Background: an optimization exercise with open tools, aiming at small area, a short achievable clock period and few clock cycles. Do not read the settings as production practice. Function was checked by simulation only, so behaviour that the tests miss may differ from the original. Power and IR drop assume default switching activity.

==> flow/design.v (outline; a module is shown in full before it is edited, if it fits) <==
// module rs_codec: 951 lines
module rs_codec (
    input  wire       clk,
    input  wire       rst_n,
    input  wire       cmd_valid,
    output wire       cmd_ready,
    input  wire       cmd_op,
    input  wire [3:0] cmd_lvl,
    input  wire [7:0] cmd_len,
    input  wire       in_valid,
    output wire       in_ready,
    input  wire [7:0] in_data,
    output wire       out_valid,
    input  wire       out_ready,
    output wire [7:0] out_data,
    output reg        done,
    output reg  [3:0] err,
    output reg  [7:0] out_len
);
  // ...
==> flow/run.sh <==
#!/bin/bash
# synth_recipe.tcl (not shown) runs the flow's synth.tcl, then flattens the netlist and writes it again
# the make line also repeats each setting of config.mk as NAME=value (left out here)
make -C /OpenROAD-flow-scripts/flow DESIGN_CONFIG=/design/flow/config.mk WORK_HOME=/design/flow/orfs CLKGATE_MAP_FILE= SYNTH_SCRIPT=/design/flow/synth_recipe.tcl finish
==> flow/config.mk <==
export PLATFORM = sky130hd
export DESIGN_NAME = rs_codec
export DESIGN_NICKNAME = rs_codec
export VERILOG_FILES = /design/flow/design.v
export SDC_FILE = /design/flow/constraint.sdc
export NUM_CORES = 4
export LEC_CHECK = 0
export CAP_MARGIN = 20
export CORE_MARGIN = 2
export CORE_UTILIZATION = 40
export SLEW_MARGIN = 20
==> flow/constraint.sdc <==
create_clock -name core_clock -period 5.0 [get_ports {clk}]
set_input_delay 1.0000 -clock core_clock [delete_from_list [all_inputs] [get_ports {clk}]]
set_output_delay 1.0000 -clock core_clock [all_outputs]
set_load 0.01 [all_outputs]
==> summary.md, run 1 <==
| Metric | Value |
|---|---|
| Post-synthesis mux area share | 0.567% |
| Die width | 287 um |
| Met3 Usage GRT | 8.43% |
| Sw Pwr | 0.00273 W |
| DR vias | 29,000 |
| F_max | 236 MHz |
| Cell taking the most area after synthesis | dfxtp_1 |
| Outcome | no timing/DRC/antenna violations |
| Worst EP required | 5350 ps |
| Worst-case reg-to-reg path depth | 12 |
| Top pwr grp | clock |
| Most frequent cells in the layout | o21ai_0, nand3_1, dfxtp_1 |
| CTS buffer count | 69 |
| Crit Path Category | primary input to flop |
| Cell Area, Synth | 32,000 um2 |
| Met1 Use GR | 45.3% |
| Pre-CTS setup slack | 112 ps |
| Worst-Margin Slew | 1260 ps |
| Period utilisation layout | 84.8% |
| Wl on met1 | 59.0 mm |
| Pwr dens | 298 nW/um2 |
| Vias in the first global route | 26,700 |
| Final Cell Area | 36,100 um2 |
| Layout clock area frac | 6.25% |
| Inverters | 17 |
| Nets@finish | 3,807 |
| # diodes | 0 |
| Comb_multi_in | 2,911 |
Testbench counts, summed over its fixed seeds: cycles 42,121.
==> inputs of run 2 (changes only) <==
--- a/flow/design.v
+++ b/flow/design.v
@@ -15,305 +15,314 @@
     output reg        done,
     output reg  [3:0] err,
     output reg  [7:0] out_len
 );
   localparam [3:0] ERR_NONE          = 4'd0;
   localparam [3:0] ERR_INVALID_INPUT = 4'd1;
   localparam [3:0] ERR_UNCORRECTABLE = 4'd3;
   reg        a_v;        
+  reg        a_r;        
   reg        a_op;
   reg        a_lok;      
   reg  [2:0] a_lvl;      
   reg  [7:0] a_len;
   reg        cmd_rdy;
+  reg        d_inv;      
+  reg        d_enc0;     
   reg        in_rdy;
-  reg        ibv, ib2v;
-  reg  [7:0] ib, ib2;
+  reg        v0, ibv, ib2v;
+  reg  [7:0] ib0, ib, ib2;
   reg  [7:0] par [0:63];  
   reg        ph_out;                  
   reg  [6:0] ocnt;                    
+  reg        o1;                      
   reg        out_v;
   reg        ph_in, ph_fin;           
   reg        bop, binv;
   reg        l1, l2, l3;              
   reg        pfx;                     
   reg  [7:0] bcnt;                    
+  reg        b1;                      
   reg  [7:0] bolen;                   
-  reg  [7:0] fb;                      
+  reg        bz, bo1;                 
+  reg  [15:1] flo, fhi;               
+  reg  [7:0] fbl;                     
+  reg        rclr;                    
   assign cmd_ready = cmd_rdy;
   assign in_ready  = in_rdy;
   assign out_valid = out_v;
   assign out_data  = par[0];
   wire cmd_fire = cmd_valid & cmd_rdy;
   wire in_fire  = in_valid & in_rdy;
   wire out_fire = out_v & out_ready;
-  wire       step    = ph_out ? out_fire : (ph_in & ibv);
+  wire       step    = (ph_out & out_v & out_ready) | (~ph_out & ph_in & ibv);
   wire       cons    = ph_in & ibv & step;    
-  wire       clr     = ph_fin | ~rst_n;
+  wire       clr     = ph_fin | rclr;
   wire       hold    = ~step & ~clr;
   wire [7:0] inj     = {8{cons & bop}} & ib;  
   wire [511:0] prod;
+  wire [7:0]   prodl;
   wire [255:0] lf;
   assign lf[0] = 1'b0;
-  assign lf[1] = fb[0];
-  assign lf[2] = fb[1];
-  assign lf[3] = lf[1] ^ lf[2];
-  assign lf[4] = fb[2];
-  assign lf[5] = lf[1] ^ lf[4];
-  assign lf[6] = lf[2] ^ lf[4];
-  assign lf[7] = lf[1] ^ lf[6];
-  assign lf[8] = fb[3];
-  assign lf[9] = lf[1] ^ lf[8];
-  assign lf[10] = lf[2] ^ lf[8];
-  assign lf[11] = lf[1] ^ lf[10];
-  assign lf[12] = lf[4] ^ lf[8];
-  assign lf[13] = lf[1] ^ lf[12];
-  assign lf[14] = lf[2] ^ lf[12];
-  assign lf[15] = lf[3] ^ lf[12];
-  assign lf[16] = fb[4];
-  assign lf[17] = lf[1] ^ lf[16];
-  assign lf[18] = lf[2] ^ lf[16];
-  assign lf[19] = lf[1] ^ lf[18];
-  assign lf[20] = lf[4] ^ lf[16];
-  assign lf[21] = lf[1] ^ lf[20];
-  assign lf[22] = lf[2] ^ lf[20];
-  assign lf[23] = lf[3] ^ lf[20];
-  assign lf[24] = lf[8] ^ lf[16];
-  assign lf[25] = lf[1] ^ lf[24];
-  assign lf[26] = lf[2] ^ lf[24];
-  assign lf[27] = lf[3] ^ lf[24];
-  assign lf[28] = lf[4] ^ lf[24];
-  assign lf[29] = lf[5] ^ lf[24];
-  assign lf[30] = lf[6] ^ lf[24];
-  assign lf[31] = lf[3] ^ lf[28];
-  assign lf[32] = fb[5];
-  assign lf[33] = lf[1] ^ lf[32];
-  assign lf[34] = lf[2] ^ lf[32];
-  assign lf[35] = lf[1] ^ lf[34];
-  assign lf[36] = lf[4] ^ lf[32];
-  assign lf[37] = lf[1] ^ lf[36];
-  assign lf[38] = lf[2] ^ lf[36];
-  assign lf[39] = lf[3] ^ lf[36];
-  assign lf[40] = lf[8] ^ lf[32];
-  assign lf[41] = lf[1] ^ lf[40];
-  assign lf[42] = lf[2] ^ lf[40];
-  assign lf[43] = lf[3] ^ lf[40];
-  assign lf[44] = lf[4] ^ lf[40];
-  assign lf[45] = lf[5] ^ lf[40];
-  assign lf[46] = lf[6] ^ lf[40];
-  assign lf[47] = lf[3] ^ lf[44];
-  assign lf[48] = lf[16] ^ lf[32];
-  assign lf[49] = lf[1] ^ lf[48];
-  assign lf[50] = lf[2] ^ lf[48];
-  assign lf[51] = lf[3] ^ lf[48];
-  assign lf[52] = lf[4] ^ lf[48];
-  assign lf[53] = lf[5] ^ lf[48];
-  assign lf[54] = lf[6] ^ lf[48];
-  assign lf[55] = lf[3] ^ lf[52];
-  assign lf[56] = lf[8] ^ lf[48];
-  assign lf[57] = lf[9] ^ lf[48];
-  assign lf[58] = lf[10] ^ lf[48];
-  assign lf[59] = lf[3] ^ lf[56];
-  assign lf[60] = lf[12] ^ lf[48];
-  assign lf[61] = lf[5] ^ lf[56];
-  assign lf[62] = lf[6] ^ lf[56];
-  assign lf[63] = lf[7] ^ lf[56];
-  assign lf[64] = fb[6];
-  assign lf[65] = lf[1] ^ lf[64];
-  assign lf[66] = lf[2] ^ lf[64];
-  assign lf[67] = lf[1] ^ lf[66];
-  assign lf[68] = lf[4] ^ lf[64];
-  assign lf[69] = lf[1] ^ lf[68];
-  assign lf[70] = lf[2] ^ lf[68];
-  assign lf[71] = lf[3] ^ lf[68];
-  assign lf[72] = lf[8] ^ lf[64];
-  assign lf[73] = lf[1] ^ lf[72];
-  assign lf[74] = lf[2] ^ lf[72];
-  assign lf[75] = lf[3] ^ lf[72];
-  assign lf[76] = lf[4] ^ lf[72];
-  assign lf[77] = lf[5] ^ lf[72];
-  assign lf[78] = lf[6] ^ lf[72];
-  assign lf[79] = lf[3] ^ lf[76];
-  assign lf[80] = lf[16] ^ lf[64];
-  assign lf[81] = lf[1] ^ lf[80];
-  assign lf[82] = lf[2] ^ lf[80];
-  assign lf[83] = lf[3] ^ lf[80];
-  assign lf[84] = lf[4] ^ lf[80];
-  assign lf[85] = lf[5] ^ lf[80];
-  assign lf[86] = lf[6] ^ lf[80];
-  assign lf[87] = lf[3] ^ lf[84];
-  assign lf[88] = lf[8] ^ lf[80];
-  assign lf[89] = lf[9] ^ lf[80];
-  assign lf[90] = lf[10] ^ lf[80];
-  assign lf[91] = lf[3] ^ lf[88];
-  assign lf[92] = lf[12] ^ lf[80];
-  assign lf[93] = lf[5] ^ lf[88];
-  assign lf[94] = lf[6] ^ lf[88];
-  assign lf[95] = lf[7] ^ lf[88];
-  assign lf[96] = lf[32] ^ lf[64];
-  assign lf[97] = lf[1] ^ lf[96];
-  assign lf[98] = lf[2] ^ lf[96];
-  assign lf[99] = lf[3] ^ lf[96];
-  assign lf[100] = lf[4] ^ lf[96];
-  assign lf[101] = lf[5] ^ lf[96];
-  assign lf[102] = lf[6] ^ lf[96];
-  assign lf[103] = lf[3] ^ lf[100];
-  assign lf[104] = lf[8] ^ lf[96];
-  assign lf[105] = lf[9] ^ lf[96];
-  assign lf[106] = lf[10] ^ lf[96];
-  assign lf[107] = lf[3] ^ lf[104];
-  assign lf[108] = lf[12] ^ lf[96];
-  assign lf[109] = lf[5] ^ lf[104];
-  assign lf[110] = lf[6] ^ lf[104];
-  assign lf[111] = lf[7] ^ lf[104];
-  assign lf[112] = lf[16] ^ lf[96];
-  assign lf[113] = lf[17] ^ lf[96];
-  assign lf[114] = lf[18] ^ lf[96];
-  assign lf[115] = lf[3] ^ lf[112];
-  assign lf[116] = lf[20] ^ lf[96];
-  assign lf[117] = lf[5] ^ lf[112];
-  assign lf[118] = lf[6] ^ lf[112];
-  assign lf[119] = lf[7] ^ lf[112];
-  assign lf[120] = lf[24] ^ lf[96];
-  assign lf[121] = lf[9] ^ lf[112];
-  assign lf[122] = lf[10] ^ lf[112];
-  assign lf[123] = lf[11] ^ lf[112];
-  assign lf[124] = lf[12] ^ lf[112];
-  assign lf[125] = lf[13] ^ lf[112];
-  assign lf[126] = lf[14] ^ lf[112];
-  assign lf[127] = lf[7] ^ lf[120];
-  assign lf[128] = fb[7];
-  assign lf[129] = lf[1] ^ lf[128];
-  assign lf[130] = lf[2] ^ lf[128];
-  assign lf[131] = lf[1] ^ lf[130];
-  assign lf[132] = lf[4] ^ lf[128];
-  assign lf[133] = lf[1] ^ lf[132];
-  assign lf[134] = lf[2] ^ lf[132];
-  assign lf[135] = lf[3] ^ lf[132];
-  assign lf[136] = lf[8] ^ lf[128];
-  assign lf[137] = lf[1] ^ lf[136];
-  assign lf[138] = lf[2] ^ lf[136];
-  assign lf[139] = lf[3] ^ lf[136];
-  assign lf[140] = lf[4] ^ lf[136];
-  assign lf[141] = lf[5] ^ lf[136];
-  assign lf[142] = lf[6] ^ lf[136];
-  assign lf[143] = lf[3] ^ lf[140];
-  assign lf[144] = lf[16] ^ lf[128];
-  assign lf[145] = lf[1] ^ lf[144];
-  assign lf[146] = lf[2] ^ lf[144];
-  assign lf[147] = lf[3] ^ lf[144];
-  assign lf[148] = lf[4] ^ lf[144];
-  assign lf[149] = lf[5] ^ lf[144];
-  assign lf[150] = lf[6] ^ lf[144];
-  assign lf[151] = lf[3] ^ lf[148];
-  assign lf[152] = lf[8] ^ lf[144];
-  assign lf[153] = lf[9] ^ lf[144];
-  assign lf[154] = lf[10] ^ lf[144];
-  assign lf[155] = lf[3] ^ lf[152];
-  assign lf[156] = lf[12] ^ lf[144];
-  assign lf[157] = lf[5] ^ lf[152];
-  assign lf[158] = lf[6] ^ lf[152];
-  assign lf[159] = lf[7] ^ lf[152];
-  assign lf[160] = lf[32] ^ lf[128];
-  assign lf[161] = lf[1] ^ lf[160];
-  assign lf[162] = lf[2] ^ lf[160];
-  assign lf[163] = lf[3] ^ lf[160];
-  assign lf[164] = lf[4] ^ lf[160];
-  assign lf[165] = lf[5] ^ lf[160];
-  assign lf[166] = lf[6] ^ lf[160];
-  assign lf[167] = lf[3] ^ lf[164];
-  assign lf[168] = lf[8] ^ lf[160];
-  assign lf[169] = lf[9] ^ lf[160];
-  assign lf[170] = lf[10] ^ lf[160];
-  assign lf[171] = lf[3] ^ lf[168];
-  assign lf[172] = lf[12] ^ lf[160];
-  assign lf[173] = lf[5] ^ lf[168];
-  assign lf[174] = lf[6] ^ lf[168];
-  assign lf[175] = lf[7] ^ lf[168];
-  assign lf[176] = lf[16] ^ lf[160];
-  assign lf[177] = lf[17] ^ lf[160];
-  assign lf[178] = lf[18] ^ lf[160];
-  assign lf[179] = lf[3] ^ lf[176];
-  assign lf[180] = lf[20] ^ lf[160];
-  assign lf[181] = lf[5] ^ lf[176];
-  assign lf[182] = lf[6] ^ lf[176];
-  assign lf[183] = lf[7] ^ lf[176];
-  assign lf[184] = lf[24] ^ lf[160];
-  assign lf[185] = lf[9] ^ lf[176];
-  assign lf[186] = lf[10] ^ lf[176];
-  assign lf[187] = lf[11] ^ lf[176];
-  assign lf[188] = lf[12] ^ lf[176];
-  assign lf[189] = lf[13] ^ lf[176];
-  assign lf[190] = lf[14] ^ lf[176];
-  assign lf[191] = lf[7] ^ lf[184];
-  assign lf[192] = lf[64] ^ lf[128];
-  assign lf[193] = lf[1] ^ lf[192];
-  assign lf[194] = lf[2] ^ lf[192];
-  assign lf[195] = lf[3] ^ lf[192];
-  assign lf[196] = lf[4] ^ lf[192];
-  assign lf[197] = lf[5] ^ lf[192];
-  assign lf[198] = lf[6] ^ lf[192];
-  assign lf[199] = lf[3] ^ lf[196];
-  assign lf[200] = lf[8] ^ lf[192];
-  assign lf[201] = lf[9] ^ lf[192];
-  assign lf[202] = lf[10] ^ lf[192];
-  assign lf[203] = lf[3] ^ lf[200];
-  assign lf[204] = lf[12] ^ lf[192];
-  assign lf[205] = lf[5] ^ lf[200];
-  assign lf[206] = lf[6] ^ lf[200];
-  assign lf[207] = lf[7] ^ lf[200];
-  assign lf[208] = lf[16] ^ lf[192];
-  assign lf[209] = lf[17] ^ lf[192];
-  assign lf[210] = lf[18] ^ lf[192];
-  assign lf[211] = lf[3] ^ lf[208];
-  assign lf[212] = lf[20] ^ lf[192];
-  assign lf[213] = lf[5] ^ lf[208];
-  assign lf[214] = lf[6] ^ lf[208];
-  assign lf[215] = lf[7] ^ lf[208];
-  assign lf[216] = lf[24] ^ lf[192];
-  assign lf[217] = lf[9] ^ lf[208];
-  assign lf[218] = lf[10] ^ lf[208];
-  assign lf[219] = lf[11] ^ lf[208];
-  assign lf[220] = lf[12] ^ lf[208];
-  assign lf[221] = lf[13] ^ lf[208];
-  assign lf[222] = lf[14] ^ lf[208];
-  assign lf[223] = lf[7] ^ lf[216];
-  assign lf[224] = lf[32] ^ lf[192];
-  assign lf[225] = lf[33] ^ lf[192];
-  assign lf[226] = lf[34] ^ lf[192];
-  assign lf[227] = lf[3] ^ lf[224];
-  assign lf[228] = lf[36] ^ lf[192];
-  assign lf[229] = lf[5] ^ lf[224];
-  assign lf[230] = lf[6] ^ lf[224];
-  assign lf[231] = lf[7] ^ lf[224];
-  assign lf[232] = lf[40] ^ lf[192];
-  assign lf[233] = lf[9] ^ lf[224];
-  assign lf[234] = lf[10] ^ lf[224];
-  assign lf[235] = lf[11] ^ lf[224];
-  assign lf[236] = lf[12] ^ lf[224];
-  assign lf[237] = lf[13] ^ lf[224];
-  assign lf[238] = lf[14] ^ lf[224];
-  assign lf[239] = lf[7] ^ lf[232];
-  assign lf[240] = lf[48] ^ lf[192];
-  assign lf[241] = lf[17] ^ lf[224];
-  assign lf[242] = lf[18] ^ lf[224];
-  assign lf[243] = lf[19] ^ lf[224];
-  assign lf[244] = lf[20] ^ lf[224];
-  assign lf[245] = lf[21] ^ lf[224];
-  assign lf[246] = lf[22] ^ lf[224];
-  assign lf[247] = lf[7] ^ lf[240];
-  assign lf[248] = lf[24] ^ lf[224];
-  assign lf[249] = lf[25] ^ lf[224];
-  assign lf[250] = lf[26] ^ lf[224];
-  assign lf[251] = lf[11] ^ lf[240];
-  assign lf[252] = lf[28] ^ lf[224];
-  assign lf[253] = lf[13] ^ lf[240];
-  assign lf[254] = lf[14] ^ lf[240];
-  assign lf[255] = lf[15] ^ lf[240];
+  assign lf[1] = flo[1];
+  assign lf[2] = flo[2];
+  assign lf[3] = flo[3];
+  assign lf[4] = flo[4];
+  assign lf[5] = flo[5];
+  assign lf[6] = flo[6];
+  assign lf[7] = flo[7];
+  assign lf[8] = flo[8];
+  assign lf[9] = flo[9];
+  assign lf[10] = flo[10];
+  assign lf[11] = flo[11];
+  assign lf[12] = flo[12];
+  assign lf[13] = flo[13];
+  assign lf[14] = flo[14];
+  assign lf[15] = flo[15];
+  assign lf[16] = fhi[1];
+  assign lf[17] = flo[1] ^ fhi[1];
+  assign lf[18] = flo[2] ^ fhi[1];
+  assign lf[19] = flo[3] ^ fhi[1];
+  assign lf[20] = flo[4] ^ fhi[1];
+  assign lf[21] = flo[5] ^ fhi[1];
+  assign lf[22] = flo[6] ^ fhi[1];
+  assign lf[23] = flo[7] ^ fhi[1];
+  assign lf[24] = flo[8] ^ fhi[1];
+  assign lf[25] = flo[9] ^ fhi[1];
+  assign lf[26] = flo[10] ^ fhi[1];
+  assign lf[27] = flo[11] ^ fhi[1];
+  assign lf[28] = flo[12] ^ fhi[1];
+  assign lf[29] = flo[13] ^ fhi[1];
+  assign lf[30] = flo[14] ^ fhi[1];
+  assign lf[31] = flo[15] ^ fhi[1];
+  assign lf[32] = fhi[2];
+  assign lf[33] = flo[1] ^ fhi[2];
+  assign lf[34] = flo[2] ^ fhi[2];
+  assign lf[35] = flo[3] ^ fhi[2];
+  assign lf[36] = flo[4] ^ fhi[2];
+  assign lf[37] = flo[5] ^ fhi[2];
+  assign lf[38] = flo[6] ^ fhi[2];
+  assign lf[39] = flo[7] ^ fhi[2];
+  assign lf[40] = flo[8] ^ fhi[2];
+  assign lf[41] = flo[9] ^ fhi[2];
+  assign lf[42] = flo[10] ^ fhi[2];
+  assign lf[43] = flo[11] ^ fhi[2];
+  assign lf[44] = flo[12] ^ fhi[2];
+  assign lf[45] = flo[13] ^ fhi[2];
+  assign lf[46] = flo[14] ^ fhi[2];
+  assign lf[47] = flo[15] ^ fhi[2];
+  assign lf[48] = fhi[3];
+  assign lf[49] = flo[1] ^ fhi[3];
+  assign lf[50] = flo[2] ^ fhi[3];
+  assign lf[51] = flo[3] ^ fhi[3];
+  assign lf[52] = flo[4] ^ fhi[3];
+  assign lf[53] = flo[5] ^ fhi[3];
+  assign lf[54] = flo[6] ^ fhi[3];
+  assign lf[55] = flo[7] ^ fhi[3];
+  assign lf[56] = flo[8] ^ fhi[3];
+  assign lf[57] = flo[9] ^ fhi[3];
+  assign lf[58] = flo[10] ^ fhi[3];
+  assign lf[59] = flo[11] ^ fhi[3];
+  assign lf[60] = flo[12] ^ fhi[3];
+  assign lf[61] = flo[13] ^ fhi[3];
+  assign lf[62] = flo[14] ^ fhi[3];
+  assign lf[63] = flo[15] ^ fhi[3];
+  assign lf[64] = fhi[4];
+  assign lf[65] = flo[1] ^ fhi[4];
+  assign lf[66] = flo[2] ^ fhi[4];
+  assign lf[67] = flo[3] ^ fhi[4];
+  assign lf[68] = flo[4] ^ fhi[4];
+  assign lf[69] = flo[5] ^ fhi[4];
+  assign lf[70] = flo[6] ^ fhi[4];
+  assign lf[71] = flo[7] ^ fhi[4];
+  assign lf[72] = flo[8] ^ fhi[4];
+  assign lf[73] = flo[9] ^ fhi[4];
+  assign lf[74] = flo[10] ^ fhi[4];
+  assign lf[75] = flo[11] ^ fhi[4];
+  assign lf[76] = flo[12] ^ fhi[4];
+  assign lf[77] = flo[13] ^ fhi[4];
+  assign lf[78] = flo[14] ^ fhi[4];
+  assign lf[79] = flo[15] ^ fhi[4];
+  assign lf[80] = fhi[5];
+  assign lf[81] = flo[1] ^ fhi[5];
+  assign lf[82] = flo[2] ^ fhi[5];
+  assign lf[83] = flo[3] ^ fhi[5];
+  assign lf[84] = flo[4] ^ fhi[5];
+  assign lf[85] = flo[5] ^ fhi[5];
+  assign lf[86] = flo[6] ^ fhi[5];
+  assign lf[87] = flo[7] ^ fhi[5];
+  assign lf[88] = flo[8] ^ fhi[5];
+  assign lf[89] = flo[9] ^ fhi[5];
+  assign lf[90] = flo[10] ^ fhi[5];
+  assign lf[91] = flo[11] ^ fhi[5];
+  assign lf[92] = flo[12] ^ fhi[5];
+  assign lf[93] = flo[13] ^ fhi[5];
+  assign lf[94] = flo[14] ^ fhi[5];
+  assign lf[95] = flo[15] ^ fhi[5];
+  assign lf[96] = fhi[6];
+  assign lf[97] = flo[1] ^ fhi[6];
+  assign lf[98] = flo[2] ^ fhi[6];
+  assign lf[99] = flo[3] ^ fhi[6];
+  assign lf[100] = flo[4] ^ fhi[6];
+  assign lf[101] = flo[5] ^ fhi[6];
+  assign lf[102] = flo[6] ^ fhi[6];
+  assign lf[103] = flo[7] ^ fhi[6];
+  assign lf[104] = flo[8] ^ fhi[6];
+  assign lf[105] = flo[9] ^ fhi[6];
+  assign lf[106] = flo[10] ^ fhi[6];
+  assign lf[107] = flo[11] ^ fhi[6];
+  assign lf[108] = flo[12] ^ fhi[6];
+  assign lf[109] = flo[13] ^ fhi[6];
+  assign lf[110] = flo[14] ^ fhi[6];
+  assign lf[111] = flo[15] ^ fhi[6];
+  assign lf[112] = fhi[7];
+  assign lf[113] = flo[1] ^ fhi[7];
+  assign lf[114] = flo[2] ^ fhi[7];
+  assign lf[115] = flo[3] ^ fhi[7];
+  assign lf[116] = flo[4] ^ fhi[7];
+  assign lf[117] = flo[5] ^ fhi[7];
+  assign lf[118] = flo[6] ^ fhi[7];
+  assign lf[119] = flo[7] ^ fhi[7];
+  assign lf[120] = flo[8] ^ fhi[7];
+  assign lf[121] = flo[9] ^ fhi[7];
+  assign lf[122] = flo[10] ^ fhi[7];
+  assign lf[123] = flo[11] ^ fhi[7];
+  assign lf[124] = flo[12] ^ fhi[7];
+  assign lf[125] = flo[13] ^ fhi[7];
+  assign lf[126] = flo[14] ^ fhi[7];
+  assign lf[127] = flo[15] ^ fhi[7];
+  assign lf[128] = fhi[8];
+  assign lf[129] = flo[1] ^ fhi[8];
+  assign lf[130] = flo[2] ^ fhi[8];
+  assign lf[131] = flo[3] ^ fhi[8];
+  assign lf[132] = flo[4] ^ fhi[8];
+  assign lf[133] = flo[5] ^ fhi[8];
+  assign lf[134] = flo[6] ^ fhi[8];
+  assign lf[135] = flo[7] ^ fhi[8];
+  assign lf[136] = flo[8] ^ fhi[8];
+  assign lf[137] = flo[9] ^ fhi[8];
+  assign lf[138] = flo[10] ^ fhi[8];
+  assign lf[139] = flo[11] ^ fhi[8];
+  assign lf[140] = flo[12] ^ fhi[8];
+  assign lf[141] = flo[13] ^ fhi[8];
+  assign lf[142] = flo[14] ^ fhi[8];
+  assign lf[143] = flo[15] ^ fhi[8];
+  assign lf[144] = fhi[9];
+  assign lf[145] = flo[1] ^ fhi[9];
+  assign lf[146] = flo[2] ^ fhi[9];
+  assign lf[147] = flo[3] ^ fhi[9];
+  assign lf[148] = flo[4] ^ fhi[9];
+  assign lf[149] = flo[5] ^ fhi[9];
+  assign lf[150] = flo[6] ^ fhi[9];
+  assign lf[151] = flo[7] ^ fhi[9];
+  assign lf[152] = flo[8] ^ fhi[9];
+  assign lf[153] = flo[9] ^ fhi[9];
+  assign lf[154] = flo[10] ^ fhi[9];
+  assign lf[155] = flo[11] ^ fhi[9];
+  assign lf[156] = flo[12] ^ fhi[9];
+  assign lf[157] = flo[13] ^ fhi[9];
+  assign lf[158] = flo[14] ^ fhi[9];
+  assign lf[159] = flo[15] ^ fhi[9];
+  assign lf[160] = fhi[10];
+  assign lf[161] = flo[1] ^ fhi[10];
+  assign lf[162] = flo[2] ^ fhi[10];
+  assign lf[163] = flo[3] ^ fhi[10];
+  assign lf[164] = flo[4] ^ fhi[10];
+  assign lf[165] = flo[5] ^ fhi[10];
+  assign lf[166] = flo[6] ^ fhi[10];
+  assign lf[167] = flo[7] ^ fhi[10];
+  assign lf[168] = flo[8] ^ fhi[10];
+  assign lf[169] = flo[9] ^ fhi[10];
+  assign lf[170] = flo[10] ^ fhi[10];
+  assign lf[171] = flo[11] ^ fhi[10];
+  assign lf[172] = flo[12] ^ fhi[10];
+  assign lf[173] = flo[13] ^ fhi[10];
+  assign lf[174] = flo[14] ^ fhi[10];
+  assign lf[175] = flo[15] ^ fhi[10];
+  assign lf[176] = fhi[11];
+  assign lf[177] = flo[1] ^ fhi[11];
+  assign lf[178] = flo[2] ^ fhi[11];
+  assign lf[179] = flo[3] ^ fhi[11];
+  assign lf[180] = flo[4] ^ fhi[11];
+  assign lf[181] = flo[5] ^ fhi[11];
+  assign lf[182] = flo[6] ^ fhi[11];
+  assign lf[183] = flo[7] ^ fhi[11];
+  assign lf[184] = flo[8] ^ fhi[11];
+  assign lf[185] = flo[9] ^ fhi[11];
+  assign lf[186] = flo[10] ^ fhi[11];
+  assign lf[187] = flo[11] ^ fhi[11];
+  assign lf[188] = flo[12] ^ fhi[11];
+  assign lf[189] = flo[13] ^ fhi[11];
+  assign lf[190] = flo[14] ^ fhi[11];
+  assign lf[191] = flo[15] ^ fhi[11];
+  assign lf[192] = fhi[12];
+  assign lf[193] = flo[1] ^ fhi[12];
+  assign lf[194] = flo[2] ^ fhi[12];
+  assign lf[195] = flo[3] ^ fhi[12];
+  assign lf[196] = flo[4] ^ fhi[12];
+  assign lf[197] = flo[5] ^ fhi[12];
+  assign lf[198] = flo[6] ^ fhi[12];
+  assign lf[199] = flo[7] ^ fhi[12];
+  assign lf[200] = flo[8] ^ fhi[12];
+  assign lf[201] = flo[9] ^ fhi[12];
+  assign lf[202] = flo[10] ^ fhi[12];
+  assign lf[203] = flo[11] ^ fhi[12];
+  assign lf[204] = flo[12] ^ fhi[12];
+  assign lf[205] = flo[13] ^ fhi[12];
+  assign lf[206] = flo[14] ^ fhi[12];
+  assign lf[207] = flo[15] ^ fhi[12];
+  assign lf[208] = fhi[13];
+  assign lf[209] = flo[1] ^ fhi[13];
+  assign lf[210] = flo[2] ^ fhi[13];
+  assign lf[211] = flo[3] ^ fhi[13];
+  assign lf[212] = flo[4] ^ fhi[13];
+  assign lf[213] = flo[5] ^ fhi[13];
+  assign lf[214] = flo[6] ^ fhi[13];
+  assign lf[215] = flo[7] ^ fhi[13];
+  assign lf[216] = flo[8] ^ fhi[13];
+  assign lf[217] = flo[9] ^ fhi[13];
+  assign lf[218] = flo[10] ^ fhi[13];
+  assign lf[219] = flo[11] ^ fhi[13];
+  assign lf[220] = flo[12] ^ fhi[13];
+  assign lf[221] = flo[13] ^ fhi[13];
+  assign lf[222] = flo[14] ^ fhi[13];
+  assign lf[223] = flo[15] ^ fhi[13];
+  assign lf[224] = fhi[14];
+  assign lf[225] = flo[1] ^ fhi[14];
+  assign lf[226] = flo[2] ^ fhi[14];
+  assign lf[227] = flo[3] ^ fhi[14];
+  assign lf[228] = flo[4] ^ fhi[14];
+  assign lf[229] = flo[5] ^ fhi[14];
+  assign lf[230] = flo[6] ^ fhi[14];
+  assign lf[231] = flo[7] ^ fhi[14];
+  assign lf[232] = flo[8] ^ fhi[14];
+  assign lf[233] = flo[9] ^ fhi[14];
+  assign lf[234] = flo[10] ^ fhi[14];
+  assign lf[235] = flo[11] ^ fhi[14];
+  assign lf[236] = flo[12] ^ fhi[14];
+  assign lf[237] = flo[13] ^ fhi[14];
+  assign lf[238] = flo[14] ^ fhi[14];
+  assign lf[239] = flo[15] ^ fhi[14];
+  assign lf[240] = fhi[15];
+  assign lf[241] = flo[1] ^ fhi[15];
+  assign lf[242] = flo[2] ^ fhi[15];
+  assign lf[243] = flo[3] ^ fhi[15];
+  assign lf[244] = flo[4] ^ fhi[15];
+  assign lf[245] = flo[5] ^ fhi[15];
+  assign lf[246] = flo[6] ^ fhi[15];
+  assign lf[247] = flo[7] ^ fhi[15];
+  assign lf[248] = flo[8] ^ fhi[15];
+  assign lf[249] = flo[9] ^ fhi[15];
+  assign lf[250] = flo[10] ^ fhi[15];
+  assign lf[251] = flo[11] ^ fhi[15];
+  assign lf[252] = flo[12] ^ fhi[15];
+  assign lf[253] = flo[13] ^ fhi[15];
+  assign lf[254] = flo[14] ^ fhi[15];
+  assign lf[255] = flo[15] ^ fhi[15];
   assign prod[0] = (l1 & lf[57]) | (l2 & lf[28]) | (l3 & lf[39]);
   assign prod[1] = (l1 & lf[115]) | (l2 & lf[56]) | (l3 & lf[78]);
   assign prod[2] = (l1 & lf[222]) | (l2 & lf[109]) | (l3 & lf[186]);
   assign prod[3] = (l1 & lf[133]) | (l2 & lf[198]) | (l3 & lf[82]);
   assign prod[4] = (l1 & lf[51]) | (l2 & lf[145]) | (l3 & lf[130]);
   assign prod[5] = (l1 & lf[103]) | (l2 & lf[35]) | (l3 & lf[4]);
   assign prod[6] = (l1 & lf[206]) | (l2 & lf[71]) | (l3 & lf[9]);
   assign prod[7] = (l1 & lf[156]) | (l2 & lf[142]) | (l3 & lf[19]);
@@ -816,127 +825,173 @@
   assign prod[504] = (l3 & lf[255]);
   assign prod[505] = (l3 & lf[254]);
   assign prod[506] = (l3 & lf[3]);
   assign prod[507] = (l3 & lf[248]);
   assign prod[508] = (l3 & lf[15]);
   assign prod[509] = (l3 & lf[31]);
   assign prod[510] = (l3 & lf[63]);
   assign prod[511] = (l3 & lf[127]);
-  wire [7:0] base0;
+  assign prodl[0] = (l1 & (^(fbl & 8'h39))) | (l2 & (^(fbl & 8'h1C))) | (l3 & (^(fbl & 8'h27)));
+  assign prodl[1] = (l1 & (^(fbl & 8'h73))) | (l2 & (^(fbl & 8'h38))) | (l3 & (^(fbl & 8'h4E)));
+  assign prodl[2] = (l1 & (^(fbl & 8'hDE))) | (l2 & (^(fbl & 8'h6D))) | (l3 & (^(fbl & 8'hBA)));
+  assign prodl[3] = (l1 & (^(fbl & 8'h85))) | (l2 & (^(fbl & 8'hC6))) | (l3 & (^(fbl & 8'h52)));
+  assign prodl[4] = (l1 & (^(fbl & 8'h33))) | (l2 & (^(fbl & 8'h91))) | (l3 & (^(fbl & 8'h82)));
+  assign prodl[5] = (l1 & (^(fbl & 8'h67))) | (l2 & (^(fbl & 8'h23))) | (l3 & (^(fbl & 8'h04)));
+  assign prodl[6] = (l1 & (^(fbl & 8'hCE))) | (l2 & (^(fbl & 8'h47))) | (l3 & (^(fbl & 8'h09)));
+  assign prodl[7] = (l1 & (^(fbl & 8'h9C))) | (l2 & (^(fbl & 8'h8E))) | (l3 & (^(fbl & 8'h13)));
   genvar g;
   generate
     for (g = 0; g < 64; g = g + 1) begin : slot
       wire [7:0] sin;
       if (g == 15) begin : s15
         assign sin = ({8{l2 | l3}} & par[16]) ^ ({8{l1}} & inj);
       end else if (g == 31) begin : s31
         assign sin = ({8{l3}} & par[32]) ^ ({8{l2}} & inj);
       end else if (g == 63) begin : s63
         assign sin = {8{l3}} & inj;
       end else begin : sn
         assign sin = par[g+1];
       end
       wire [7:0] nxt = sin ^ prod[8*g +: 8];
       always @(posedge clk)
         par[g] <= ({8{step}} & nxt) | ({8{hold}} & par[g]);
-      if (g == 0) begin : b0
-        assign base0 = ({8{step}} & sin) | ({8{hold}} & par[0]);
-      end
     end
   endgenerate
   reg nz;
   integer n;
   always @(*) begin
     nz = 1'b0;
     for (n = 0; n < 64; n = n + 1)
       nz = nz | (|par[n]);
   end
-  wire       bcnt1    = (bcnt == 8'd1);
-  wire       last_out = out_fire & (ocnt == 7'd1);
-  wire       pfx_end  = cons & pfx & bcnt1;
-  wire       last_in  = cons & bcnt1 & (~pfx | (bolen == 8'd0));
+  wire [7:0] a_ns    = a_lvl[0] ? 8'd16 : a_lvl[1] ? 8'd32 : 8'd64;
+  wire       a_inv   = ~a_lok | (a_op ? (a_len < a_ns) : ({1'b0, a_len} + {1'b0, a_ns} > 9'd255));
+  wire [7:0] a_olen  = a_op ? a_len - a_ns : a_len + a_ns;
+  wire [7:0] a_cnt   = a_op ? a_ns : a_len;
+  wire       o_fit  = a_lvl[0] ? (ocnt <= 7'd16) : a_lvl[1] ? (ocnt <= 7'd32) : 1'b1;
+  wire       load   = a_r & ~ph_in
+                    & (~ph_out | (a_op & ~d_inv & o_fit))
+                    & (~d_enc0 | (~ph_fin & ~ph_out));
+  wire       a_v_n  = (a_v & ~load) | cmd_fire;
+  wire       last_in  = cons & b1 & (~pfx | bz);
+  wire       pfx_end  = cons & b1 & pfx;
   wire       enc_end  = last_in & ~bop;             
+  wire       last_out = out_fire & o1;
   wire [6:0] b_ns     = l1 ? 7'd16 : l2 ? 7'd32 : 7'd64;
   wire       o_act_n  = (ph_out & ~last_out) | enc_end;
-  wire [6:0] ocnt_n   = enc_end ? b_ns : (out_fire ? ocnt - 7'd1 : ocnt);
-  wire [7:0] a_ns   = a_lvl[0] ? 8'd16 : a_lvl[1] ? 8'd32 : 8'd64;
-  wire       a_inv  = ~a_lok | (a_op ? (a_len < a_ns) : ({1'b0, a_len} + {1'b0, a_ns} > 9'd255));
-  wire       a_enc0 = ~a_op & (a_len == 8'd0);
-  wire       i_free = (~ph_in & ~ph_fin) | ph_fin | enc_end;
-  wire       a_fits = (a_op & ~a_inv) ? ({1'b0, ocnt_n} <= a_ns) : 1'b0;
-  wire       load   = a_v & i_free & (~o_act_n | a_fits)
-                    & (~a_enc0 | (~ph_in & ~ph_fin & ~ph_out));
-  wire       ph_in_n = load ? (~a_inv & ~a_enc0) : (ph_in & ~last_in);
-  wire       pfx_n   = load ? a_op : (pfx & ~pfx_end);
+  wire       ld_e0    = load & ~d_inv & d_enc0;     
+  wire       ph_in_n = load ? (~d_inv & ~d_enc0) : (ph_in & ~last_in);
   wire       bop_n   = load ? a_op : bop;
-  wire       a_v_n   = (a_v & ~load) | cmd_fire;
   wire       pop     = cons;
-  wire       ibv_n   = pop ? (ib2v | in_fire) : (ibv | in_fire);
-  wire       ib2v_n  = pop ? (ib2v & in_fire) : (ibv & (ib2v | in_fire));
-  wire [7:0] ib_n    = (pop | ~ibv) ? (ib2v ? ib2 : in_data) : ib;
-  wire       stfb_n  = ph_in_n & ibv_n & ~pfx_n;
-  wire [7:0] fb_e    = {8{stfb_n}} & (({8{~bop_n}} & ib_n) ^ base0);
-  wire [7:0] fb_n    = fb_e ^ ({8{stfb_n}} & prod[7:0]);
+  wire       h_v     = pop ? ib2v : ibv;
+  wire       t_v     = ~pop & ib2v;
+  wire       mv      = v0 & ~t_v;
+  wire       ibv_n   = h_v | mv;
+  wire       ib2v_n  = t_v | (h_v & mv);
+  wire       v0_n    = in_fire | (v0 & ~mv);
+  wire       stin    = ph_in & ibv;
+  wire       fbm_n   = load ? (~d_inv & ~d_enc0 & ~a_op)
+                            : (ph_in & ~last_in & (~pfx | pfx_end));
+  wire [7:0] hd_n    = (stin ? ib2v : ibv) ? (stin ? ib2 : ib) : ib0;
+  wire [7:0] base0   = stin ? par[1] : ({8{~clr}} & par[0]);
+  wire [7:0] fbf     = ({8{~bop_n}} & hd_n) ^ base0 ^ ({8{stin}} & prodl);
+  wire [15:1] flo_n, fhi_n;
+  genvar k;
+  generate
+    for (k = 1; k < 16; k = k + 1) begin : nib
+      assign flo_n[k] = fbm_n & (^(fbf[3:0] & k));
+      assign fhi_n[k] = fbm_n & (^(fbf[7:4] & k));
+    end
+  endgenerate
+  always @(posedge clk) rclr <= ~rst_n;
+  always @(posedge clk) fbl <= {8{fbm_n}} & fbf;
   always @(posedge clk) begin
     if (!rst_n) begin
       a_v     <= 1'b0;
+      a_r     <= 1'b0;
       cmd_rdy <= 1'b0;
       in_rdy  <= 1'b0;
+      v0      <= 1'b0;
       ibv     <= 1'b0;
       ib2v    <= 1'b0;
-      fb      <= 8'h00;
+      flo     <= 15'h0;
+      fhi     <= 15'h0;
       ph_in   <= 1'b0;
       ph_out  <= 1'b0;
       ph_fin  <= 1'b0;
       out_v   <= 1'b0;
       done    <= 1'b0;
     end else begin
       cmd_rdy <= ~a_v_n;
       a_v     <= a_v_n;
+      a_r     <= a_v & ~load;
       if (cmd_fire) begin
         a_op  <= cmd_op;
         a_lok <= (cmd_lvl == 4'd1) | (cmd_lvl == 4'd2) | (cmd_lvl == 4'd3);
         a_lvl <= {cmd_lvl[1:0] == 2'd3, cmd_lvl[1:0] == 2'd2, cmd_lvl[1:0] == 2'd1};
         a_len <= cmd_len;
       end
+      d_inv  <= a_inv;
+      d_enc0 <= ~a_op & (a_len == 8'd0);
+      v0     <= v0_n;
       ibv    <= ibv_n;
       ib2v   <= ib2v_n;
-      ib     <= ib_n;
-      if (in_fire & ibv & ~pop) ib2 <= in_data;
-      else if (in_fire & ib2v & pop) ib2 <= in_data;
-      in_rdy <= ~(ibv_n & ib2v_n);
-      fb     <= fb_n;
+      if (in_fire) ib0 <= in_data;
+      ib     <= h_v ? (pop ? ib2 : ib) : ib0;
+      if (~t_v) ib2 <= ib0;
+      in_rdy <= ~(v0_n & ibv_n & ib2v_n);
+      flo    <= flo_n;
+      fhi    <= fhi_n;
       done   <= 1'b0;
-      ph_out <= o_act_n | (load & ~a_inv & a_enc0);
-      ocnt   <= (load & ~a_inv & a_enc0) ? a_ns[6:0] : ocnt_n;
-      out_v  <= (o_act_n & (~ph_in_n | ~bop_n | ibv_n | (out_v & ~out_fire)))
-              | (load & ~a_inv & a_enc0);
+      ph_out <= o_act_n | ld_e0;
+      if (ld_e0) begin
+        ocnt <= a_ns[6:0];
+        o1   <= 1'b0;
+      end else if (enc_end) begin
+        ocnt <= b_ns;
+        o1   <= 1'b0;
+      end else if (out_fire) begin
+        ocnt <= ocnt - 7'd1;
+        o1   <= (ocnt == 7'd2);
+      end
+      out_v  <= (o_act_n & (~ph_in_n | ~bop_n | ibv_n | (out_v & ~out_fire))) | ld_e0;
       if (last_out) done <= 1'b1;
       if (enc_end) begin
         err     <= ERR_NONE;
         out_len <= bolen;
       end
+      if (ld_e0) begin
+        err     <= ERR_NONE;
+        out_len <= a_olen;
+      end
       ph_in <= ph_in_n;
-      pfx   <= pfx_n;
       bop   <= bop_n;
       if (load) begin
-        ph_fin <= a_inv;
-        binv   <= a_inv;
+        ph_fin <= d_inv;
+        binv   <= d_inv;
+        pfx    <= a_op;
         {l3, l2, l1} <= a_lvl;
-        bcnt   <= a_op ? a_ns : a_len;
-        bolen  <= a_op ? a_len - a_ns : a_len + a_ns;
-        if (~a_inv & a_enc0) begin
-          err     <= ERR_NONE;
-          out_len <= a_len + a_ns;
-        end
+        bcnt   <= a_cnt;
+        b1     <= (a_cnt == 8'd1);
+        bolen  <= a_olen;
+        bz     <= (a_olen == 8'd0);
+        bo1    <= (a_olen == 8'd1);
       end else begin
-        if (cons) bcnt <= (pfx_end) ? bolen : bcnt - 8'd1;
-        if (last_in & bop) ph_fin <= 1'b1;
-        if (ph_fin) ph_fin <= 1'b0;
+        if (cons) begin
+          if (pfx_end) begin
+            pfx  <= 1'b0;
+            bcnt <= bolen;
+            b1   <= bo1;
+          end else begin
+            bcnt <= bcnt - 8'd1;
+            b1   <= (bcnt == 8'd2);
+          end
+        end
+        ph_fin <= last_in & bop;
       end
       if (ph_fin) begin
         done <= 1'b1;
         if (binv) begin
           err     <= ERR_INVALID_INPUT;
           out_len <= 8'd0;
         end else if (nz) begin
           err     <= ERR_UNCORRECTABLE;
==> flow/config.mk (replaced) <==
export PLATFORM = sky130hd
export DESIGN_NAME = rs_codec
export DESIGN_NICKNAME = rs_codec
export VERILOG_FILES = /design/flow/design.v
export SDC_FILE = /design/flow/constraint.sdc
export NUM_CORES = 4
export LEC_CHECK = 0
export CAP_MARGIN = 20
export CORE_MARGIN = 2
export CORE_UTILIZATION = 30
export CTS_BUF_LIST = sky130_fd_sc_hd__clkbuf_16
export CTS_CLUSTER_DIAMETER = 60
export CTS_CLUSTER_SIZE = 20
export SETUP_SLACK_MARGIN = 2.0
export SLEW_MARGIN = 20
==> run 2 against run 1 <==
Largest cell class unchanged. Critical path depth decreased by 7. Sequential share of layout area rose by 1.2 points. Critical path type is now flop to flop. Maximum frequency rose by 37%. Cell count up 11%. Combinational power decreased by 34%.
==> summary.md, run 2 <==
| Metric | Value |
|---|---|
| Sw Pwr | 0.00271 W (was 0.00273 W) |
| Synth top area share | 33.4% (was 33.2%) |
| Worst slew margin relative to its limit | 18.4% (was 15.8%) |
| Worst setup margin | 1900 ps (was 760 ps) |
| Post-placement cell area | 35,500 um2 (was 33,800 um2) |
| Async SR Flop Fraction | 0% (unchanged) |
| Worst hold path startpoint | a_lvl[2]$_DFFE_PP_ (unchanged) |
| Final Cell Area | 37,800 um2 (was 36,100 um2) |
| Via density | 5.59 (was 5.96) |
| Min Tclk post-route | 3100 ps (was 4240 ps) |
| Clock-pin slew on the worst setup and hold paths | 80 ps (was 60 ps) |
| Die Y | 340 um (was 287 um) |
| CTS tree | done (unchanged) |
| CTS hold repair buffers | 0 (unchanged) |
| Setup TNS | 0 ps (unchanged) |
| F_max | 323 MHz (was 236 MHz) |
| Share of layout cells above drive strength 1 | 6.31% (was 7.02%) |
| Nets@finish | 3,890 (was 3,807) |
| Largest register FFs | 512 (unchanged) |
| WL final | 139 mm (was 140 mm) |
| Cells after Synth | 3,995 (was 3,816) |
| Synth cell count leaders | nand3_1, xor2_1, dfxtp_1 (was o21ai_0, nand3_1, dfxtp_1) |
| Max Root-Sink Buffers | 3 (unchanged) |
| Comb pwr share | 4.8% (was 6.9%) |
| Vias in the first global route | 27,400 (was 26,700) |
| Pre-CTS setup slack | 976 ps (was 112 ps) |
| Leak | 14.1 nW (was 13.3 nW) |
| CP startpoint kind | flop (was primary input) |
| Area contributors post-synth | dfxtp_1, xor2_1, nand3_1 (was dfxtp_1, xor2_1, o21ai_0) |
| CP Max Fanout | 10 (was 6) |
| Hpwl dp | 101 mm (was 105 mm) |
| Crit. End Element | flop (unchanged) |
| Syn Area/Cell | 8.46 um2 (was 8.38 um2) |
| Remaining antenna violation count | 0 (unchanged) |
| Sink Count | 645 (was 600) |
| Slew Limit Fails | 0 (unchanged) |
| Wire length per cell | 25.7 um (was 28.8 um) |
| Total GRT Usage | 23.0% (was 33.2%) |
| WP data arrival | 3590 ps (was 4590 ps) |
| Worst-Margin Slew | 1220 ps (was 1260 ps) |
| Die width | 340 um (was 287 um) |
| PortBufs | 47 (was 49) |
| CTS buffer count | 56 (was 69) |
| Clk pwr share | 44.1% (was 47.0%) |
| Cell Area, Synth | 33,800 um2 (was 32,000 um2) |
| Commonest non-fill, non-tap cell in the layout | nand3_1 (was o21ai_0) |
| Flop pwr share | 51.2% (was 46.1%) |
| Internal | 0.00767 W (was 0.00803 W) |
| IO Pins | 50 (unchanged) |
| Synth Register Bits | 645 (was 600) |
| Synth Warn # | 2 (unchanged) |
| Post-synth top flop | dfxtp_1 (unchanged) |
| Initial Util | 30.2% (was 40.4%) |
| Most frequent cells in the layout | nand3_1, xor2_1, dfxtp_1 (was o21ai_0, nand3_1, dfxtp_1) |
| Hold depth | 0 (unchanged) |
| Die ar. | 115,000 um2 (was 82,200 um2) |
| DRT iter0 DRCs | 4,961 (was 4,375) |
| Rows | 123 (was 103) |
| Peak supply drop | 0.301 mV (was 0.248 mV) |
| Skew final | 59.0 ps (was 26.9 ps) |
| Outcome | no timing/DRC/antenna violations (unchanged) |
| RR Startpoint | flo[3]$_SDFF_PN0_ (was bolen[0]$_DFFE_PP_) |
| Period utilisation layout | 62.0% (was 84.8%) |
| Core Area | 112,000 um2 (was 79,100 um2) |
| Final setup vio count | 0 (unchanged) |
| DR DRC count | 0 (unchanged) |
| Root buffer cell | clkbuf_16 (unchanged) |
| Clock latency (worst-skew pair) | 680 ps (was 640 ps) |
| Hold Violations, Final | 0 (unchanged) |
| Hold Crit Class | flop to flop (unchanged) |
| Crit Path Category | flop to flop (was primary input to flop) |
| # H-tree levels | 2 (was 3) |
| Max Cap Violations | 0 (unchanged) |
| Register-to-register setup slack | 1900 ps (was 770 ps) |
| Pwr dens | 275 nW/um2 (was 298 nW/um2) |
| Post-synth EDFFs | 82 (was 70) |
| Sw Share | 26.1% (was 25.3%) |
| Synth unique cells | 66 (was 65) |
| Biggest register | par (unchanged) |
| First-pass GRT wire length | 196 mm (was 197 mm) |
| Hold slack | 448 ps (was 456 ps) |
| Area delta synth->final | 11.8% (was 12.9%) |
| Hold endpoint | l3$_DFFE_PP_ (unchanged) |
| Pin count of the biggest net entering global routing | 294 (was 176) |
| Critical R2R Capture | par[0][5]$_DFF_P_ (was l1$_DFFE_PP_) |
| Gr ovfl total | 0 (unchanged) |
| Worst-case reg-to-reg path depth | 6 (was 12) |
| Unrepaired setup endpoints after global routing | yes (was no) |
| Initial antenna violation count | 5 (was 1) |
| Regs by FF count | par (512), fhi (15), flo (15) |
| Placer Congestion | 1.08 (was 1.07) |
| Pre-antenna DRT Iters | 13 (was 10) |
| DR vias | 30,200 (was 29,000) |
| Most numerous cell in the Yosys netlist | nand3_1 (was o21ai_0) |
| Worst EP required | 5490 ps (was 5350 ps) |
| Register area share after synthesis | 40.7% (was 39.7%) |
| Cell taking the most area after synthesis | dfxtp_1 (unchanged) |
## run 2: through the flow
step / instances / power, W / utilization, %
2_1_floorplan: 3996 / 0.00571 / -
3_3_place_gp: 5280 / 0.00589 / 31.7
3_5_place_dp: 5280 / 0.00589 / 31.7
4_1_cts: 5390 / 0.0104 / 33.5
5_1_grt: 5402 / 0.0107 / 33.7
6_report: 5402 / 0.0104 / 33.7
## run 2: cell type report
class                           count  area (um2)
Timing Repair Buffer              127        1230
Clock inverter                     49         477
Fill cell                       11700       74300
Multi-Input combinational cell   3000       18900
Antenna cell                        2        5.00
Inverter                           22        86.3
Sequential cell                   645       13700
Clock buffer                       57        1430
Tap cell                         1500        1880
## run 2: metal layers
metal  global-route usage [%]  wire [um]
met5                    0.694        126
met4                     14.3      10600
met3                     6.49      15700
met2                     32.7      55900
met1                     30.5      56700
## run 2: cells by family (layout without fill, tap and decap cells)
family	after synthesis	after routing	synth area share (%)
and+or+nand+nor	1395	1395	19.7
xor gates and xnor gates	818	818	21.8
AOI/OAI and AO/OA	758	758	12.9
DFF	645	645	40.7
buffers and inverters	351	255	3.99
muxes	15	15	0.478
adders and majority gates	12	12	0.489
other	1	4	0.0111
## run 2: repair_timing
action,in CTS,in global routing
pin swaps,3,7
setup buffers,4,9
gates resized for setup,20,16
gates cloned,0,0
setup endpoints to repair,59,67
## run 2: worst max path at each step
stage / from / endpoint / slack (ps) / depth (start not counted)
final: flo[3]$_SDFF_PN0_ / par[0][5]$_DFF_P_ / 1900 / 6
after global routing: ocnt[0]$_SDFFCE_PP0P_ / flo[9]$_SDFF_PN0_ / 1870 / 11
after CTS: ocnt[0]$_SDFFCE_PP0P_ / fhi[11]$_SDFF_PN0_ / 2020 / 11
after detailed placement: par[1][2]$_DFF_P_ / out_len[5]$_DFFE_PP_ / 980 / 8
after global placement: par[1][2]$_DFF_P_ / out_len[5]$_DFFE_PP_ / 840 / 8
after floorplan: ocnt[0]$_SDFFCE_PP0P_ / err[0]$_SDFFCE_PN0P_ / 2110 / 11
## run 2: critical path, cell delays in order (launching register included)
cell and delay (ps):
dfxtp_1 1090, buf_4 410, xor2_1 480, nand2_1 300
nand3_1 370, xnor2_1 160, o21ai_0 100
## run 2: power groups by stage
stage          sequential, W  combinational, W  clock, W
6_report             0.00531          0.000493   0.00457
3_3_place_gp         0.00543          0.000461         0
3_5_place_dp         0.00543          0.000460         0
4_1_cts              0.00531          0.000466   0.00464
5_1_grt              0.00531          0.000517   0.00483
2_1_floorplan        0.00540          0.000316         0
Testbench counts of run 2, summed over its fixed seeds: cycles 42,257.

separate check: timing with driven ports:
The results above use ideal ports. As a check the final layouts listed here were re-extracted and re-timed, cells and wires unchanged.
Step 1 assumes that a clkbuf_16 drives the clock port and a buf_2 every other input.
Step 2, shift: input delay + t, output delay - t, t = (earliest + latest rising clock arrival at the registers) / 2. This alone moves slack from input paths to output paths.
Three values: no drivers, after step 1, after step 2; two values: the first two.
| run | t, ns | setup WS [ns] | worst setup path after step 2 |
|---|---|---|---|
| run 1 | 0.688 | 0.760 / 0.768 / 0.115 | input to register |
| run 2 | 0.714 | 1.900 / 1.900 / 1.481 | input to register |
After both steps every run listed still meets setup and hold. For run 1, which loses most, drivers alone change the setup slack by +0.008 ns; drivers and shift together by -0.645 ns.
